This design comes from an exercise in tuning for small area, a short achievable clock period and few clock cycles on the open sky130 flow, not from production work. In this exercise RTL edits were held to simulation tests only and were not proved equivalent to the original.

== east ==
// rc6_core
module rc6_core (
    input  wire         clk,
    input  wire         rst,       
    input  wire         start,
    input  wire [1:0]   op,        
    input  wire [1:0]   klen,      
    input  wire [255:0] key,       
    input  wire [127:0] din,       
    output wire         ready,
    output reg          done,
    output reg          err,
    output reg  [127:0] dout       
);
    localparam [31:0] P32 = 32'hB7E15163;
    localparam [31:0] Q32 = 32'h9E3779B9;
    localparam OP_KEY = 2'd0, OP_ENC = 2'd1, OP_DEC = 2'd2, OP_CLR = 2'd3;
    function [31:0] rotl(input [31:0] x, input [4:0] n);
        reg [31:0] y;
        begin
            y = x;
            if (n[0]) y = {y[30:0], y[31]};
            if (n[1]) y = {y[29:0], y[31:30]};
            if (n[2]) y = {y[27:0], y[31:28]};
            if (n[3]) y = {y[23:0], y[31:24]};
            if (n[4]) y = {y[15:0], y[31:16]};
            rotl = y;
        end
    endfunction
    function [31:0] rotr(input [31:0] x, input [4:0] n);
        reg [31:0] y;
        begin
            y = x;
            if (n[0]) y = {y[0],    y[31:1]};
            if (n[1]) y = {y[1:0],  y[31:2]};
            if (n[2]) y = {y[3:0],  y[31:4]};
            if (n[3]) y = {y[7:0],  y[31:8]};
            if (n[4]) y = {y[15:0], y[31:16]};
            rotr = y;
        end
  ...
Size: roughly 14000 cells after synthesis, roughly 2200 flip-flops, about 520 I/O pins, ~110000 sq um of cells after synthesis.
clock: 18.0 ns
lec_check: 0
abc_area: 1
cap_margin: 20
core_margin: 2
core_utilization: 30
place_density: 0.5
slew_margin: 20
standard.sh (not shown) runs the stock make flow with config.mk's settings and CLKGATE_MAP_FILE= SYNTH_SCRIPT=/design/flow/synth_recipe.tcl, a recipe that flattens the netlist after the stock synthesis.
==> flow/flow/run.sh <==
#!/bin/bash
# The standard layout, with three changes to how it is made:
#  - ORFS's timing repair aims at a setup margin well beyond what the clock
#    needs (flow/margin.txt), so the resizer works on the real critical paths;
#  - ports are buffered with the smallest buffer instead of a delay cell;
#  - the clock tree uses clkbuf_8, sink clusters of up to 20 flip-flops and no dummy loads.
# Synthesis is the standard one, unchanged. Each step's full output goes to
# its own log here; ORFS keeps per-step logs under orfs/logs.
set -euo pipefail
MARGIN=$(cat flow/margin.txt)
bash standard.sh synth > synth.log 2>&1
bash standard.sh SETUP_SLACK_MARGIN=$MARGIN \
  "BUFFER_PORTS_ARGS=-buffer_cell sky130_fd_sc_hd__buf_1" \
  "CTS_ARGS=-sink_clustering_enable -repair_clock_nets -dont_use_dummy_load -buf_list sky130_fd_sc_hd__clkbuf_8 -sink_clustering_size 20 -sink_clustering_max_diameter 50" \
  finish > layout.log 2>&1
==> flow/flow/margin.txt <==
12
east did not stop at any stage, and its layout met the timing, DRC and antenna checks.
Testbench counts of east, summed over its fixed seeds: cycles 18,632.
Input-level comparison between middle and east:
# east
export LEC_CHECK = 0
export ABC_AREA = 1
export CAP_MARGIN = 20
export CORE_MARGIN = 2
export CORE_UTILIZATION = 30
export PLACE_DENSITY = 0.5
export SLEW_MARGIN = 20
create_clock -name core_clock -period 18.0 [get_ports {clk}]
# middle
export LEC_CHECK = 0
export ABC_AREA = 1
export CAP_MARGIN = 20
export CORE_MARGIN = 2
export CORE_UTILIZATION = 50
export PLACE_DENSITY = 0.65
export SLEW_MARGIN = 20
create_clock -name core_clock -period 18.0 [get_ports {clk}]
--- a/flow/flow/run.sh
+++ b/flow/flow/run.sh
@@ -6 +6 @@
-#  - the clock tree uses clkbuf_8, sink clusters of up to 20 flip-flops and no dummy loads.
+#  - the clock tree uses clkbuf_8 and no dummy loads.
@@ -14 +14 @@
-  "CTS_ARGS=-sink_clustering_enable -repair_clock_nets -dont_use_dummy_load -buf_list sky130_fd_sc_hd__clkbuf_8 -sink_clustering_size 20 -sink_clustering_max_diameter 50" \
+  "CTS_ARGS=-sink_clustering_enable -repair_clock_nets -dont_use_dummy_load -buf_list sky130_fd_sc_hd__clkbuf_8" \
### Flow results
- middle reached the final stage; the timing, DRC and antenna checks on its layout passed.
- Fraction of layout instances using a drive strength above 1 was higher in middle than in east.
- Final critical path time including I/O delays and setup (middle over east): increase, 0.086 ns
- The faster design of the two is east; middle tops out lower.
- [middle vs east] vertical die dimension: lower in middle
- Met3 wire length (middle / east): 1.4
- The layout clock buffer count in middle is 1.6 times that in east.
- Half-perimeter wire length of the detailed placement result was lower in the run labelled middle.
- Fraction of standard cell area that is sequential across middle and east: no real change.
- Worst hold slack is higher on middle
- Looking only at number of buffers added for setup after CTS, and setting everything else aside, the higher value of middle and east goes to middle.
- Looking only at final period utilization, and setting everything else aside, the lower value of middle and east goes to east.

* * *

rc6_core again, from the RTL that the note above started with.
export LEC_CHECK = 0
export ABC_AREA = 1
export CAP_MARGIN = 20
export CORE_MARGIN = 2
export CORE_UTILIZATION = 30
export PLACE_DENSITY = 0.5
export SLEW_MARGIN = 20
create_clock -name core_clock -period 18.0 [get_ports {clk}]
==> flow/flow/run.sh <==
#!/bin/bash
# The standard layout, with three changes to how it is made:
#  - ORFS's timing repair aims at a setup margin well beyond what the clock
#    needs (flow/margin.txt), so the resizer works on the real critical paths;
#  - ports are buffered with the smallest buffer instead of a delay cell;
#  - the clock tree uses clkbuf_8 and no dummy loads.
# Synthesis is the standard one, unchanged. Each step's full output goes to
# its own log here; ORFS keeps per-step logs under orfs/logs.
set -euo pipefail
MARGIN=$(cat flow/margin.txt)
bash standard.sh synth > synth.log 2>&1
bash standard.sh SETUP_SLACK_MARGIN=$MARGIN \
  "BUFFER_PORTS_ARGS=-buffer_cell sky130_fd_sc_hd__buf_1" \
  "CTS_ARGS=-sink_clustering_enable -repair_clock_nets -dont_use_dummy_load -buf_list sky130_fd_sc_hd__clkbuf_8" \
  finish > layout.log 2>&1
Scripts as last shown in full above: flow/flow/margin.txt
The baseline completed with no timing, DRC or antenna violations.
Testbench counts at the start, summed over its fixed seeds: cycles 18,632.
Edit:
--- a/flow/flow/run.sh
+++ b/flow/flow/run.sh
@@ -6 +6 @@
-#  - the clock tree uses clkbuf_8 and no dummy loads.
+#  - the clock tree uses clkbuf_8, sink clusters of up to 15 flip-flops and no dummy loads.
@@ -14 +14 @@
-  "CTS_ARGS=-sink_clustering_enable -repair_clock_nets -dont_use_dummy_load -buf_list sky130_fd_sc_hd__clkbuf_8" \
+  "CTS_ARGS=-sink_clustering_enable -repair_clock_nets -dont_use_dummy_load -buf_list sky130_fd_sc_hd__clkbuf_8 -sink_clustering_size 15 -sink_clustering_max_diameter 50" \
=>
- routed wire length falls slightly
- global-route usage fell by 0.11 points
- setup slack improves by 20 ps
- core utilization goes down by 0.32 points

re-timing with driven ports:
How much do the figures lean on ideal ports? The routed layouts below were timed once more, with nothing changed but the port constraints. Step 1 (the two cells are an assumption about what drives the block):
set clk [get_ports {clk}]
set_driving_cell -lib_cell sky130_fd_sc_hd__clkbuf_16 $clk
set_driving_cell -lib_cell sky130_fd_sc_hd__buf_2 [delete_from_list [all_inputs] $clk]
Step 2 adds t to the input delays and takes it off the output delays; t is the mean of the earliest and latest rising clock arrival at the registers after step 1. Input paths then give back, and output paths get back, about the clock's delay inside the block. Slacks: no drivers / after step 1 / after step 2; pairs: no drivers / after step 1.
run	t (ns)	setup slack, ns	worst hold slack (ns)	worst setup path after step 2
east	1.151	12.147 / 12.147 / 11.484	0.202 / 0.202 / 0.202	input to register
middle	1.169	12.061 / 12.061 / 11.148	0.240 / 0.240 / 0.240	input to register
the first run of note 2	1.152	12.140 / 12.140 / 11.551	0.242 / 0.242 / 0.242	input to register
the second run of note 2	1.147	12.160 / 12.160 / 11.524	0.268 / 0.268 / 0.268	input to register
After both steps every run listed still meets setup and hold. The setup slack of middle, which loses most, moves by 0.000 ns with the drivers and by -0.913 ns with both steps.
